What follows belongs to an exercise in optimizing a design on an open flow for small area; a production flow would make more cautious choices. Only the layout flow was run in this run; the RTL was not checked for function there. Power is estimated from default activity; no workload was simulated.

### flow/design.v
module dds_divider (
    input  wire        clk,
    input  wire        rst,
    input  wire        start,
    input  wire [63:0] dividend,
    input  wire [24:0] divisor,
    output reg         busy,
    output reg  [63:0] quot,
    output reg  [25:0] rem
);
    reg [24:0] dvs;
    reg [6:0]  count;
    wire [25:0] shifted = {rem[24:0], quot[63]};
    wire [26:0] diff    = {1'b0, shifted} - {2'b00, dvs};
    always @(posedge clk) begin
        if (rst) begin
            busy  <= 1'b0;
        end else if (start) begin
            quot  <= dividend;
            rem   <= 26'd0;
            dvs   <= divisor;
            count <= 7'd64;
            busy  <= 1'b1;
        end else if (busy) begin
            if (!diff[26]) begin
                rem  <= diff[25:0];
                quot <= {quot[62:0], 1'b1};
            end else begin
                rem  <= shifted;
                quot <= {quot[62:0], 1'b0};
            end
            count <= count - 7'd1;
            if (count == 7'd1)
                busy <= 1'b0;
        end
    end
endmodule
module dds_engine (
    input  wire        clk,
    input  wire        rst,
    input  wire        cmd_valid,
    output wire        cmd_ready,
    input  wire [3:0]  cmd_op,
    input  wire        cmd_chan,
    input  wire [15:0] cmd_addr,
    input  wire [31:0] cmd_data,
    output reg         rsp_valid,
    output reg  [3:0]  rsp_fault,
    output reg  [15:0] rsp_data,
    output reg  [7:0]  s_out,
    output reg  [7:0]  s_dir,
    output reg         s_flush,
    output reg         s_setdir,
    output reg         s_read,
    input  wire [7:0]  s_in,
    output reg  [7:0]  r_out,
    output reg  [7:0]  r_dir,
    output reg         r_flush,
    output reg         r_setdir
);
    localparam [7:0] CK_SCLK = 8'h01, CK_SDI = 8'h02, CK_SDO = 8'h04, CK_CS  = 8'h08;
    localparam [7:0] CV_SCLK = 8'h10, CV_SDI = 8'h20, CV_SDO = 8'h40, CV_SEN = 8'h80;
    localparam [7:0] CV_RD_MASK = CV_SDO;
    localparam [7:0] RST_MASK   = 8'h01;
    localparam       RST_ACTIVE = 1'b0;
    localparam [7:0] S_IDLE     = CK_SCLK | CK_CS | CV_SCLK | CV_SEN;
    localparam [7:0] S_DIR_INIT = 8'hFF & ~(CK_SDO | CV_SDO);
    localparam [7:0] R_IDLE     = RST_ACTIVE ? 8'h00 : RST_MASK;
    localparam [7:0] R_ACTIVE   = R_IDLE ^ RST_MASK;
    localparam [7:0] R_DIR_INIT = RST_MASK;
    localparam [6:0] PAGE_SEL_OFFSET = 7'h09;
    localparam [10:0] UPDATE_ADDR   = 11'h428;
    localparam [15:0] UPDATE_BASE   = 16'h0330;
    localparam [15:0] UPDATE_STROBE = 16'h0008;
    localparam [15:0] AMP_EN        = 16'h8000;
    localparam [24:0] FREQ_DIV  = 25'd16875;
    localparam [24:0] PHASE_DIV = 25'd23592960;
    localparam [32:0] PHASE_OFS = 33'd2170552320;
    localparam [3:0] OP_NOP      = 4'd0,  OP_CK_WR   = 4'd1,  OP_CK_RD   = 4'd2,
                     OP_PG_WR    = 4'd3,  OP_PG_RD   = 4'd4,  OP_TRIGGER = 4'd5,
                     OP_SET_FREQ = 4'd6,  OP_SET_PH  = 4'd7,  OP_SET_AMP = 4'd8,
                     OP_RST_PLS  = 4'd9,  OP_BRINGUP = 4'd10, OP_RESYNC  = 4'd11,
                     OP_CFG_CK   = 4'd12, OP_CFG_CV  = 4'd13, OP_CLOSE   = 4'd14;
    localparam [3:0] FLT_NONE     = 4'd0, FLT_MISMATCH = 4'd1, FLT_RANGE = 4'd4,
                     FLT_PAGE_SEL = 4'd5, FLT_ENCODER  = 4'd6, FLT_UNUSABLE = 4'd7,
                     FLT_CLOSED   = 4'd8;
    localparam [1:0] ST_READY = 2'd0, ST_FAULTED = 2'd1, ST_CLOSED = 2'd2;
    localparam [2:0] K_END = 3'd0, K_CKW = 3'd1, K_CKR = 3'd2, K_PGW = 3'd3, K_PGR = 3'd4;
    reg  [3:0]  op;
    reg         chan;
    reg  [15:0] addr;
    reg  [31:0] data;
    reg  [1:0]  st;
    reg         cache_valid;
    reg  [2:0]  cache_page;
    reg  [47:0] enc_word;
    reg  [15:0] rd_data;
    reg  [3:0]  stp;
    reg  [2:0]  s_kind;
    reg  [15:0] s_addr;
    reg  [15:0] s_wdata;
    wire [10:0] ch_base = chan ? 11'h200 : 11'h100;
    always @(*) begin
        s_kind  = K_END;
        s_addr  = 16'd0;
        s_wdata = 16'd0;
        case (op)
            OP_CK_WR: if (stp == 4'd0) begin s_kind = K_CKW; s_addr = addr; s_wdata = data[15:0]; end
            OP_CK_RD: if (stp == 4'd0) begin s_kind = K_CKR; s_addr = addr; end
            OP_PG_WR: if (stp == 4'd0) begin s_kind = K_PGW; s_addr = addr; s_wdata = data[15:0]; end
            OP_PG_RD: if (stp == 4'd0) begin s_kind = K_PGR; s_addr = addr; end
            OP_CFG_CK: begin
                if (stp == 4'd0) begin s_kind = K_CKW; s_addr = addr; s_wdata = data[15:0]; end
                if (stp == 4'd1) begin s_kind = K_CKR; s_addr = addr; end
            end
            OP_CFG_CV: begin
                if (stp == 4'd0) begin s_kind = K_PGW; s_addr = addr; s_wdata = data[15:0]; end
                if (stp == 4'd1) begin s_kind = K_PGR; s_addr = addr; end
            end
            OP_TRIGGER: begin
                if (stp <= 4'd2) begin
                    s_kind = K_PGW; s_addr = {5'd0, UPDATE_ADDR};
                    s_wdata = (stp == 4'd1) ? (UPDATE_BASE | UPDATE_STROBE) : UPDATE_BASE;
                end
            end
            OP_SET_FREQ: begin
                case (stp)
                    4'd0: begin s_kind = K_PGW; s_addr = {5'd0, ch_base + 11'h1E}; s_wdata = enc_word[15:0];  end
                    4'd1: begin s_kind = K_PGW; s_addr = {5'd0, ch_base + 11'h1F}; s_wdata = enc_word[31:16]; end
                    4'd2: begin s_kind = K_PGW; s_addr = {5'd0, ch_base + 11'h20}; s_wdata = enc_word[47:32]; end
                    4'd3: begin s_kind = K_PGW; s_addr = {5'd0, ch_base + 11'h21}; end
                    4'd4: begin s_kind = K_PGW; s_addr = {5'd0, ch_base + 11'h22}; end
                    4'd5: begin s_kind = K_PGW; s_addr = {5'd0, ch_base + 11'h23}; end
                    4'd6: begin s_kind = K_PGW; s_addr = {5'd0, UPDATE_ADDR}; s_wdata = UPDATE_BASE; end
                    4'd7: begin s_kind = K_PGW; s_addr = {5'd0, UPDATE_ADDR}; s_wdata = UPDATE_BASE | UPDATE_STROBE; end
                    4'd8: begin s_kind = K_PGW; s_addr = {5'd0, UPDATE_ADDR}; s_wdata = UPDATE_BASE; end
                    default: ;
                endcase
            end
            OP_SET_PH: begin
                case (stp)
                    4'd0: begin s_kind = K_PGW; s_addr = {5'd0, ch_base + 11'h1C}; s_wdata = enc_word[15:0]; end
                    4'd1: begin s_kind = K_PGW; s_addr = {5'd0, ch_base + 11'h1D}; end
                    4'd2: begin s_kind = K_PGW; s_addr = {5'd0, UPDATE_ADDR}; s_wdata = UPDATE_BASE; end
                    4'd3: begin s_kind = K_PGW; s_addr = {5'd0, UPDATE_ADDR}; s_wdata = UPDATE_BASE | UPDATE_STROBE; end
                    4'd4: begin s_kind = K_PGW; s_addr = {5'd0, UPDATE_ADDR}; s_wdata = UPDATE_BASE; end
                    default: ;
                endcase
            end
            OP_SET_AMP: if (stp == 4'd0) begin s_kind = K_PGW; s_addr = {5'd0, ch_base + 11'h32}; s_wdata = enc_word[15:0]; end
            OP_BRINGUP: begin
                case (stp)
                    4'd0: begin s_kind = K_CKW; s_addr = 16'h0000; s_wdata = 16'h0090; end
                    4'd1: begin s_kind = K_CKW; s_addr = 16'h0000; s_wdata = 16'h0010; end
                    4'd2: begin s_kind = K_PGW; s_addr = 16'h040A; s_wdata = 16'h0001; end
                    4'd3: begin s_kind = K_PGW; s_addr = 16'h040A; s_wdata = 16'h0003; end
                    4'd4: begin s_kind = K_PGW; s_addr = 16'h040A; s_wdata = 16'h0001; end
                    default: ;
                endcase
            end
            OP_RESYNC: begin
                case (stp)
                    4'd0: begin s_kind = K_PGW; s_addr = 16'h040A; s_wdata = 16'h0001; end
                    4'd1: begin s_kind = K_PGW; s_addr = 16'h040A; s_wdata = 16'h0003; end
                    4'd2: begin s_kind = K_PGW; s_addr = 16'h040A; s_wdata = 16'h0001; end
                    default: ;
                endcase
            end
            default: ;
        endcase
    end
    reg [3:0] chk_fault;
    always @(*) begin
        chk_fault = FLT_NONE;
        if (st == ST_CLOSED)
            chk_fault = FLT_CLOSED;
        else if (st == ST_FAULTED && op != OP_CLOSE)
            chk_fault = FLT_UNUSABLE;
        else begin
            case (op)
                OP_CK_WR, OP_CFG_CK:
                    if (addr[15:13] != 3'd0 || data[31:8] != 24'd0) chk_fault = FLT_RANGE;
                OP_CK_RD:
                    if (addr[15:13] != 3'd0) chk_fault = FLT_RANGE;
                OP_PG_WR, OP_CFG_CV:
                    if (addr[15:11] != 5'd0 || addr[7] || data[31:16] != 16'd0) chk_fault = FLT_RANGE;
                    else if (addr[6:0] == PAGE_SEL_OFFSET) chk_fault = FLT_PAGE_SEL;
                OP_PG_RD:
                    if (addr[15:11] != 5'd0 || addr[7]) chk_fault = FLT_RANGE;
                OP_SET_AMP:
                    if (data > 32'd32768) chk_fault = FLT_ENCODER;
                default: ;
            endcase
        end
    end
    wire [31:0] amp_prod  = data[15:0] * 16'd2047;
    wire [15:0] amp_q     = amp_prod[30:15];
    wire [14:0] amp_frac  = amp_prod[14:0];
    wire        amp_up    = (amp_frac > 15'h4000) || (amp_frac == 15'h4000 && amp_q[0]);
    wire [15:0] amp_word  = (amp_q + {15'd0, amp_up}) | AMP_EN;
    wire        div_busy;
    wire [63:0] div_quot;
    wire [25:0] div_rem;
    reg         div_start;
    reg  [63:0] div_dividend;
    reg  [24:0] div_divisor;
    dds_divider u_div (
        .clk      (clk),
        .rst      (rst),
        .start    (div_start),
        .dividend (div_dividend),
        .divisor  (div_divisor),
        .busy     (div_busy),
        .quot     (div_quot),
        .rem      (div_rem)
    );
    wire [26:0] rem2     = {div_rem, 1'b0};
    wire        f_round  = (rem2 > {2'b00, FREQ_DIV}) ||
                           (rem2 == {2'b00, FREQ_DIV} && div_quot[0]);
    wire [47:0] freq_word = div_quot[47:0] + {47'd0, f_round};
    wire        p_round  = (rem2 > {2'b00, PHASE_DIV}) ||
                           (rem2 == {2'b00, PHASE_DIV} && div_quot[0]);
    wire [15:0] phase_word = div_quot[15:0] + {15'd0, p_round};
    wire [32:0] phase_pos = {data[31], data} + PHASE_OFS;
    wire [40:0] phase_scaled = div_rem[24:0] * 16'd65535;
    reg         f_start;
    reg         f_bus;       
    reg         f_rd;
    reg  [23:0] f_bits;      
    reg  [4:0]  f_nout;
    reg  [4:0]  f_nin;
    reg         f_done;
    reg  [15:0] f_rdata;
    localparam [3:0] M_CONS   = 4'd0,  M_CONS_RO = 4'd1, M_CONS_RD = 4'd2,
                     M_IDLE   = 4'd3,  M_CHECK   = 4'd4, M_DIV_F   = 4'd5,
                     M_DIV_P1 = 4'd6,  M_DIV_P2  = 4'd7, M_STEP    = 4'd8,
                     M_PWAIT  = 4'd9,  M_FWAIT   = 4'd10, M_FINISH = 4'd11,
                     M_RP0    = 4'd12, M_RP1     = 4'd13, M_RP2    = 4'd14;
    reg [3:0] mstate;
    assign cmd_ready = (mstate == M_IDLE);
    wire [2:0] step_page = s_addr[10:8];
    wire       page_hit  = cache_valid && (cache_page == step_page);
    always @(*) begin
        div_start    = 1'b0;
        div_dividend = 64'd0;
        div_divisor  = FREQ_DIV;
        if (mstate == M_CHECK && chk_fault == FLT_NONE && op == OP_SET_FREQ) begin
            div_start    = 1'b1;
            div_dividend = {data, 32'd0};
            div_divisor  = FREQ_DIV;
        end else if (mstate == M_CHECK && chk_fault == FLT_NONE && op == OP_SET_PH) begin
            div_start    = 1'b1;
            div_dividend = {31'd0, phase_pos};
            div_divisor  = PHASE_DIV;
        end else if (mstate == M_DIV_P1 && !div_busy) begin
            div_start    = 1'b1;
            div_dividend = {23'd0, phase_scaled};
            div_divisor  = PHASE_DIV;
        end
    end
    always @(*) begin
        f_start = 1'b0;
        f_bus   = 1'b0;
        f_rd    = 1'b0;
        f_bits  = 24'd0;
        f_nout  = 5'd24;
        f_nin   = 5'd0;
        if (mstate == M_STEP) begin
            case (s_kind)
                K_CKW: begin
                    f_start = 1'b1;
                    f_bits  = {3'b000, s_addr[12:0], s_wdata[7:0]};
                end
                K_CKR: begin
                    f_start = 1'b1;
                    f_rd    = 1'b1;
                    f_bits  = {3'b100, s_addr[12:0], 8'd0};
                    f_nout  = 5'd16;
                    f_nin   = 5'd8;
                end
                K_PGW, K_PGR: begin
                    f_start = 1'b1;
                    f_bus   = 1'b1;
                    if (!page_hit) begin
                        f_bits = {1'b0, PAGE_SEL_OFFSET, 13'd0, step_page};
                    end else if (s_kind == K_PGW) begin
                        f_bits = {1'b0, s_addr[6:0], s_wdata};
                    end else begin
                        f_rd   = 1'b1;
                        f_bits = {1'b1, s_addr[6:0], 16'd0};
                        f_nout = 5'd8;
                        f_nin  = 5'd16;
                    end
                end
                default: ;
            endcase
        end
    end
    always @(posedge clk) begin
        rsp_valid <= 1'b0;
        r_flush   <= 1'b0;
        r_setdir  <= 1'b0;
        if (rst) begin
            mstate      <= M_CONS;
            st          <= ST_READY;
            cache_valid <= 1'b0;
            cache_page  <= 3'd0;
            rsp_fault   <= FLT_NONE;
            rsp_data    <= 16'd0;
            r_out       <= R_IDLE;
            r_dir       <= R_DIR_INIT;
        end else begin
            case (mstate)
                M_CONS: if (f_done) mstate <= M_CONS_RO;
                M_CONS_RO: begin
                    r_out   <= R_IDLE;
                    r_flush <= 1'b1;
                    mstate  <= M_CONS_RD;
                end
                M_CONS_RD: begin
                    r_dir    <= R_DIR_INIT;
                    r_setdir <= 1'b1;
                    mstate   <= M_IDLE;
                end
                M_IDLE: begin
                    if (cmd_valid) begin
                        op      <= cmd_op;
                        chan    <= cmd_chan;
                        addr    <= cmd_addr;
                        data    <= cmd_data;
                        stp     <= 4'd0;
                        rd_data <= 16'd0;
                        mstate  <= M_CHECK;
                    end
                end
                M_CHECK: begin
                    if (chk_fault != FLT_NONE) begin
                        if (chk_fault != FLT_UNUSABLE && chk_fault != FLT_CLOSED)
                            st <= ST_FAULTED;
                        rsp_valid <= 1'b1;
                        rsp_fault <= chk_fault;
                        rsp_data  <= 16'd0;
                        mstate    <= M_IDLE;
                    end else begin
                        case (op)
                            OP_CLOSE: begin
                                st        <= ST_CLOSED;
                                rsp_valid <= 1'b1;
                                rsp_fault <= FLT_NONE;
                                rsp_data  <= 16'd0;
                                mstate    <= M_IDLE;
                            end
                            OP_SET_FREQ: mstate <= M_DIV_F;
                            OP_SET_PH:   mstate <= M_DIV_P1;
                            OP_SET_AMP: begin
                                enc_word <= {32'd0, amp_word};
                                mstate   <= M_STEP;
                            end
                            OP_RST_PLS:  mstate <= M_RP0;
                            default:     mstate <= M_STEP;
                        endcase
                    end
                end
                M_DIV_F: if (!div_busy) begin
                    enc_word <= freq_word;
                    mstate   <= M_STEP;
                end
                M_DIV_P1: if (!div_busy) mstate <= M_DIV_P2;
                M_DIV_P2: if (!div_busy) begin
                    enc_word <= {32'd0, phase_word};
                    mstate   <= M_STEP;
                end
                M_STEP: begin
                    if (s_kind == K_END) begin
                        mstate <= M_FINISH;
                    end else if ((s_kind == K_PGW || s_kind == K_PGR) && !page_hit) begin
                        cache_valid <= 1'b1;
                        cache_page  <= step_page;
                        mstate      <= M_PWAIT;
                    end else begin
                        mstate <= M_FWAIT;
                    end
                end
                M_PWAIT: if (f_done) mstate <= M_STEP;
                M_FWAIT: if (f_done) begin
                    if (s_kind == K_CKR)
                        rd_data <= {8'd0, f_rdata[7:0]};
                    else if (s_kind == K_PGR)
                        rd_data <= f_rdata;
                    stp    <= stp + 4'd1;
                    mstate <= M_STEP;
                end
                M_FINISH: begin
                    rsp_valid <= 1'b1;
                    rsp_data  <= rd_data;
                    rsp_fault <= FLT_NONE;
                    if (op == OP_CFG_CK && rd_data[7:0] != data[7:0]) begin
                        rsp_fault <= FLT_MISMATCH;
                        st        <= ST_FAULTED;
                    end
                    if (op == OP_CFG_CV && addr[10:0] != 11'd0 && rd_data != data[15:0]) begin
                        rsp_fault <= FLT_MISMATCH;
                        st        <= ST_FAULTED;
                    end
                    mstate <= M_IDLE;
                end
                M_RP0: begin
                    r_out   <= (r_out & ~RST_MASK) | R_IDLE;
                    r_flush <= 1'b1;
                    mstate  <= M_RP1;
                end
                M_RP1: begin
                    r_out   <= (r_out & ~RST_MASK) | R_ACTIVE;
                    r_flush <= 1'b1;
                    mstate  <= M_RP2;
                end
                M_RP2: begin
                    r_out       <= (r_out & ~RST_MASK) | R_IDLE;
                    r_flush     <= 1'b1;
                    cache_valid <= 1'b0;
                    mstate      <= M_FINISH;
                end
                default: mstate <= M_IDLE;
            endcase
        end
    end
    localparam [3:0] F_CONS_O = 4'd0, F_CONS_D = 4'd1, F_IDLE  = 4'd2,
                     F_TCLK0  = 4'd3, F_TDAT   = 4'd4, F_TCLK1 = 4'd5,
                     F_DIRIN  = 4'd6, F_RCLK0  = 4'd7, F_RCLK1 = 4'd8,
                     F_RREAD  = 4'd9, F_RSAMP  = 4'd10, F_DIROUT = 4'd11,
                     F_SEL1   = 4'd12, F_DONE  = 4'd13;
    reg [3:0]  fstate;
    reg        fb_bus;
    reg        fb_rd;
    reg [23:0] fb_bits;
    reg [4:0]  fb_cnt;
    reg [4:0]  fb_nin;
    wire [7:0] bus_sclk = fb_bus ? CV_SCLK : CK_SCLK;
    wire [7:0] bus_sdi  = fb_bus ? CV_SDI  : CK_SDI;
    wire [7:0] bus_sel  = fb_bus ? CV_SEN  : CK_CS;
    wire [7:0] bus_rdm  = fb_bus ? CV_RD_MASK : CK_SDO;
    wire [7:0] bus_dirm = fb_bus ? (CV_SDI | CV_SDO) : CK_SDI;
    always @(posedge clk) begin
        s_flush  <= 1'b0;
        s_setdir <= 1'b0;
        s_read   <= 1'b0;
        f_done   <= 1'b0;
        if (rst) begin
            fstate <= F_CONS_O;
            s_out  <= S_IDLE;
            s_dir  <= S_DIR_INIT;
        end else begin
            case (fstate)
                F_CONS_O: begin
                    s_out   <= S_IDLE;
                    s_flush <= 1'b1;
                    fstate  <= F_CONS_D;
                end
                F_CONS_D: begin
                    s_dir    <= S_DIR_INIT;
                    s_setdir <= 1'b1;
                    fstate   <= F_DONE;
                end
                F_IDLE: begin
                    if (f_start) begin
                        fb_bus  <= f_bus;
                        fb_rd   <= f_rd;
                        fb_bits <= f_bits;
                        fb_cnt  <= f_nout;
                        fb_nin  <= f_nin;
                        s_out   <= s_out & ~(f_bus ? CV_SEN : CK_CS);
                        s_flush <= 1'b1;
                        fstate  <= F_TCLK0;
                    end
                end
                F_TCLK0: begin
                    s_out   <= s_out & ~bus_sclk;
                    s_flush <= 1'b1;
                    fstate  <= F_TDAT;
                end
                F_TDAT: begin
                    s_out   <= fb_bits[23] ? (s_out | bus_sdi) : (s_out & ~bus_sdi);
                    s_flush <= 1'b1;
                    fstate  <= F_TCLK1;
                end
                F_TCLK1: begin
                    s_out   <= s_out | bus_sclk;
                    s_flush <= 1'b1;
                    fb_bits <= {fb_bits[22:0], 1'b0};
                    fb_cnt  <= fb_cnt - 5'd1;
                    if (fb_cnt != 5'd1)
                        fstate <= F_TCLK0;
                    else if (fb_rd)
                        fstate <= F_DIRIN;
                    else
                        fstate <= F_SEL1;
                end
                F_DIRIN: begin
                    s_dir    <= s_dir & ~bus_dirm;
                    s_setdir <= 1'b1;
                    fb_cnt   <= fb_nin;
                    f_rdata  <= 16'd0;
                    fstate   <= F_RCLK0;
                end
                F_RCLK0: begin
                    s_out   <= s_out & ~bus_sclk;
                    s_flush <= 1'b1;
                    fstate  <= F_RCLK1;
                end
                F_RCLK1: begin
                    s_out   <= s_out | bus_sclk;
                    s_flush <= 1'b1;
                    fstate  <= F_RREAD;
                end
                F_RREAD: begin
                    s_read <= 1'b1;
                    fstate <= F_RSAMP;
                end
                F_RSAMP: begin
                    f_rdata <= {f_rdata[14:0], (s_in & bus_rdm) != 8'd0};
                    fb_cnt  <= fb_cnt - 5'd1;
                    if (fb_cnt != 5'd1)
                        fstate <= F_RCLK0;
                    else
                        fstate <= F_DIROUT;
                end
                F_DIROUT: begin
                    s_dir    <= (s_dir & ~bus_dirm) | (S_DIR_INIT & bus_dirm);
                    s_setdir <= 1'b1;
                    fstate   <= F_SEL1;
                end
                F_SEL1: begin
                    s_out   <= s_out | bus_sel;
                    s_flush <= 1'b1;
                    fstate  <= F_DONE;
                end
                F_DONE: begin
                    f_done <= 1'b1;
                    fstate <= F_IDLE;
                end
                default: fstate <= F_IDLE;
            endcase
        end
    end
endmodule
### flow/run.sh
#!/bin/bash
# synth_recipe.tcl (not shown) runs the flow's synth.tcl, then flattens the netlist and writes it again
# the make line also repeats each setting of config.mk as NAME=value (left out here)
make -C /OpenROAD-flow-scripts/flow DESIGN_CONFIG=/design/flow/config.mk WORK_HOME=/design/flow/orfs CLKGATE_MAP_FILE= SYNTH_SCRIPT=/design/flow/synth_recipe.tcl finish
### flow/config.mk
export PLATFORM = sky130hd
export DESIGN_NAME = dds_engine
export DESIGN_NICKNAME = dds_engine
export VERILOG_FILES = /design/flow/design.v
export SDC_FILE = /design/flow/constraint.sdc
export NUM_CORES = 4
export LEC_CHECK = 0
export CAP_MARGIN = 20
export CORE_MARGIN = 2
export CORE_UTILIZATION = 30
export SLEW_MARGIN = 20
### flow/constraint.sdc
create_clock -name core_clock -period 10.0 [get_ports {clk}]
set_input_delay 2.0000 -clock core_clock [delete_from_list [all_inputs] [get_ports {clk}]]
set_output_delay 2.0000 -clock core_clock [all_outputs]
set_load 0.01 [all_outputs]
==> qor.tcl <==
set qor(slew_at_the_pin_closest_to_its_max_slew_limit_ns) 1.02
set qor(globalRouteMet2Util_pct) 26.3
set qor(max_freq_mhz) 135
set qor(number_of_storage_elements_in_the_synthesis_netlist) 322
set qor(setup_tns_ns) 0
set qor(placement_rows) 115
set qor(tritoncts) {yes}
set qor(hold_buffers) 0
set qor(whs_path_depth) 2
set qor(deepest_clock_path_buffer_count) 3
set qor(clock_skew_ns) 0.0168
set qor(worst-path-max-fanout) 7
set qor(drt_drc_violations_left) 0
set qor(die_height_um) 318
set qor(grt_max_degree) 54
set qor(grt_antenna_before_repair) 2
set qor(type_of_element_capturing_the_critical_path) {flop}
set qor(post-synth-top-count-cell) {sky130_fd_sc_hd__inv_1}
set qor(timing.critical_path.required_ns) 10.29
set qor(worstReg2RegEnd) {u_div.quot[40]}
set qor(combinationalPowerShare_pct) 12.2
set qor(hold_path_sink) {rsp_data[13]}
set qor(p_int_mw) 2.41
set qor(cap_viol_max_count) 0
set qor(area_fraction_of_the_dominant_cell_type_after_synthesis_pct) 27.3
set qor(netlist_top_cells_count) {sky130_fd_sc_hd__inv_1, sky130_fd_sc_hd__fa_1, sky130_fd_sc_hd__edfxtp_1}
set qor(slew_viol_final) 0
set qor(global_routing_met3_resource_utilization_pct) 2.71
set qor(placed_cell_area_mm2) 0.0319
set qor(cts-htree-levels) 2
set qor(synth_sequential_area_ratio_pct) 30.9
set qor(syn_area_per_cell_um2) 9.92
set qor(overflow) 0
set qor(fill_cells) 10000
set qor(via_count) 21700
set qor(place.detailed.instances) 4291
set qor(hpwl_um) 64800
set qor(grt_busiest_layer) {met2}
set qor(number_of_synthesized_flops_with_an_enable_pin) 269
set qor(seq_power_share_pct) 46.6
set qor(netlist_top_cells_area) {sky130_fd_sc_hd__edfxtp_1, sky130_fd_sc_hd__fa_1, sky130_fd_sc_hd__ha_1}
set qor(synth-async-reset-ratio_pct) 0
set qor(path_class) {flop to flop}
set qor(die_area_mm2) 0.101
set qor(finalWorstSetupSlack_ns) 2.60
set qor(net_count_reported_at_finish) 3634
set qor(first_global_vias) 21600
set qor(core_region_area_mm2) 0.0981
set qor(dr.first_iter.drc_count) 1964
set qor(timing.reg2reg.worst_path_depth) 22
set qor(power.ir.vdd_worst_mv) 0.0998
set qor(global_route_wire_length_before_repair_um) 128000
set qor(syn_inst) 2983
set qor(place.port_buffers) 98
set qor(n_antenna_cell) 0
set qor(number_of_placed_i_o_pins) 123
set qor(drive_above_1_share_pct) 3.81
set qor(finalCriticalPeriod_ns) 7.40
set qor(power.static_leakage_nw) 13.6
set qor(timing.final.setup_violations) 0
set qor(worst_setup_hold_path_clk_slew_ns) 0.06
set qor(report.final.hold_viol_count) 0
set qor(timing.rr.start) {u_div.rem[7]}
set qor(tritoncts.num_buffers) 36
set qor(cts_root_buffer) {sky130_fd_sc_hd__clkbuf_16}
set qor(post-cts-setup-buffer-count) 0
set qor(timing.reg2reg.setup_slack_ns) 2.60
set qor(final_cells) 4354
set qor(count_of_synthesis_stage_warnings_from_yosys) 2
set qor(postLayoutCoreUtil_pct) 33.7
set qor(postRouteAntennaNets) 0
set qor(rsz_0062_raised_after_global_routing) {no}
set qor(final_design_area_no_fill_mm2) 0.0330
set qor(grtUsageTotal_pct) 16.1
set qor(count_of_different_cell_masters_after_synthesis) 94
set qor(timing.critical_path.from_type) {flop}
set qor(worst_skew_pair_later_pin_latency_ns) 0.57
set qor(weighted_congestion_at_the_end_of_routability_driven_global_placement) 0.934
set qor(wirelength_um) 81800
set qor(drt-pass1-iter-count) 5
set qor(groute.layer.met1.usage_pct) 22.3
set qor(cts-resized-gates) 0
set qor(mappedNetlistArea_mm2) 0.0296
set qor(pre_cts_slack_ns) 2.55
set qor(viasPerCell) 4.98
set qor(net-switching-power_mw) 0.847
set qor(power.density_cell_area_mw_per_mm2) 98.5
set qor(start_util_pct) 30.1
set qor(die_width_um) 318
set qor(postSynth.topFlopCell) {sky130_fd_sc_hd__edfxtp_1}
set qor(worstHoldPathType) {flop to flop}
set qor(multiInputGateArea_mm2) 0.0182
set qor(timing.max_slew.rel_slack_pct) 31.5
set qor(status) {timing/DRC/antenna clean}
set qor(cts_sinks) 322
set qor(drt-wirelength-per-cell_um) 18.8
set qor(regArea_mm2) 0.00914
set qor(area_growth_pct) 11.7
set qor(fin_crit_sh_pct) 74.0
set qor(synthDominantAreaCellType) {sky130_fd_sc_hd__edfxtp_1}
set qor(switching_fraction_pct) 26.0
set qor(hp-start) {rsp_data[13]}
set qor(crit_arrival_ns) 7.69
set qor(clockPowerShare_pct) 41.2
## registers in the layout (all words and copies together), names as in the netlist, 5 cells and up
| name | cells |
|---|---|
| addr | 16 |
| data | 32 |
| enc_word | 48 |
| f_rdata | 16 |
| fb_bits | 24 |
| fb_cnt | 5 |
| rd_data | 16 |
| rsp_data | 16 |
| s_out | 6 |
| u_div.count | 7 |
| u_div.quot | 64 |
| u_div.rem | 26 |
## per-layer routing
layer,routed length [um],share of wire [%]
met5,0,0
met4,1680,2.1
met3,4780,5.8
met2,38100,47
met1,37300,46
## power groups by stage
stage | Combinational [mW] | Clock, mW | Sequential, mW
after detailed placement | 0.394 | 0 | 1.55
after global routing | 0.444 | 1.42 | 1.52
final | 0.396 | 1.34 | 1.52
after floorplan | 0.299 | 0 | 1.52
after CTS | 0.397 | 1.37 | 1.52
after global placement | 0.391 | 0 | 1.55
## critical path, stage by stage (launching register included)
cell and delay [ns]:
sky130_fd_sc_hd__edfxtp_1 0.60, sky130_fd_sc_hd__inv_1 0.15, sky130_fd_sc_hd__fa_1 0.67, sky130_fd_sc_hd__inv_1 0.10, sky130_fd_sc_hd__fa_1 0.57, sky130_fd_sc_hd__fa_1 0.55
sky130_fd_sc_hd__fa_1 0.52, sky130_fd_sc_hd__fa_1 0.54, sky130_fd_sc_hd__inv_1 0.05, sky130_fd_sc_hd__fa_1 0.52, sky130_fd_sc_hd__inv_1 0.04, sky130_fd_sc_hd__ha_1 0.39
sky130_fd_sc_hd__a211oi_1 0.22, sky130_fd_sc_hd__o311ai_0 0.17, sky130_fd_sc_hd__a221o_1 0.33, sky130_fd_sc_hd__a31oi_2 0.21, sky130_fd_sc_hd__nand2_1 0.11, sky130_fd_sc_hd__a32oi_1 0.23
sky130_fd_sc_hd__a21oi_1 0.15, sky130_fd_sc_hd__a221oi_1 0.48, sky130_fd_sc_hd__o21ai_0 0.18, sky130_fd_sc_hd__xnor2_1 0.25, sky130_fd_sc_hd__o21ai_0 0.11
## kinds of logic after synthesis
logic type / synth area share [%]
flops: 30.9
buf+inv: 7.98
xor+xnor: 4.80
mux: 0.381
other cells: 0.0254
simple gates: 12.8
compound gates: 13.3
fa+ha+maj: 29.9
## layout make-up
type | instances | share of cell area, %
Clock buffer | 43 | 2.90
Tap cell | 1287 | 4.87
Sequential cell | 322 | 27.7
Multi-Input combinational cell | 2081 | 55.0
Inverter | 478 | 5.43
Clock inverter | 20 | 0.579
Timing Repair Buffer | 123 | 3.52
## metrics by stage
step	total power, mW	hold slack, ns
floorplan	1.82	0.451
global placement	1.94	0.463
detailed placement	1.94	0.463
CTS	3.28	0.472
global route	3.39	0.491
finish	3.26	0.470
## worst max path at each step
stage          slack, ns          from        endpoint  depth (start not counted)
5_1_grt             2.17  u_div.rem[7]  u_div.quot[40]                         22
4_1_cts             2.53  u_div.rem[7]  u_div.quot[40]                         22
3_5_place_dp        2.55  u_div.rem[7]  u_div.quot[40]                         22
2_1_floorplan       2.12      data[13]  u_div.count[0]                         16
3_3_place_gp        2.64  u_div.rem[7]  u_div.quot[40]                         22
6_report            2.60  u_div.rem[7]  u_div.quot[40]                         22
## placed cells by master (no fill, tap or decap), types with 15 or more instances in the layout
master	instances
sky130_fd_sc_hd__a21o_1	26
sky130_fd_sc_hd__a21oi_1	149
sky130_fd_sc_hd__a221oi_1	20
sky130_fd_sc_hd__a222oi_1	17
sky130_fd_sc_hd__a22o_1	26
sky130_fd_sc_hd__a22oi_1	29
sky130_fd_sc_hd__a31oi_1	30
sky130_fd_sc_hd__and2_1	27
sky130_fd_sc_hd__and3_1	47
sky130_fd_sc_hd__buf_4	25
sky130_fd_sc_hd__clkbuf_16	36
sky130_fd_sc_hd__clkdlybuf4s50_1	97
sky130_fd_sc_hd__conb_1	18
sky130_fd_sc_hd__dfxtp_1	53
sky130_fd_sc_hd__edfxtp_1	269
sky130_fd_sc_hd__fa_1	298
sky130_fd_sc_hd__ha_1	230
sky130_fd_sc_hd__inv_1	476
sky130_fd_sc_hd__nand2_1	190
sky130_fd_sc_hd__nand2b_1	29
sky130_fd_sc_hd__nand3_1	86
sky130_fd_sc_hd__nand4_1	27
sky130_fd_sc_hd__nor2_1	211
sky130_fd_sc_hd__nor2b_1	27
sky130_fd_sc_hd__nor3_1	48
sky130_fd_sc_hd__nor4_1	20
sky130_fd_sc_hd__o21ai_0	125
sky130_fd_sc_hd__o221ai_1	15
sky130_fd_sc_hd__xnor2_1	87
sky130_fd_sc_hd__xor2_1	75

[separate check: timing with driven ports]
Ports are ideal in the flow. The routed layout listed here was re-timed in OpenROAD. Step 1 (the two cells are an assumption about what drives the block):
set clk [get_ports {clk}]
set_driving_cell -lib_cell sky130_fd_sc_hd__clkbuf_16 $clk
set_driving_cell -lib_cell sky130_fd_sc_hd__buf_2 [delete_from_list [all_inputs] $clk]
Step 2 also shifts input and output timing later by t, the mid clock arrival at the registers, as if the neighbouring blocks saw the same clock. Three values: ideal, step 1, step 2; two values: the first two.
shift t [ns]: 0.619
slack for setup (ns): 2.603 / 2.603 / 2.603
latest minus earliest clock arrival (ns): 0.016 / 0.017
cell pins on the clock port's net: 1
After both steps setup and hold are still met in this run. The setup slack of this run moves by 0.000 ns with the drivers and by 0.000 ns with both steps.
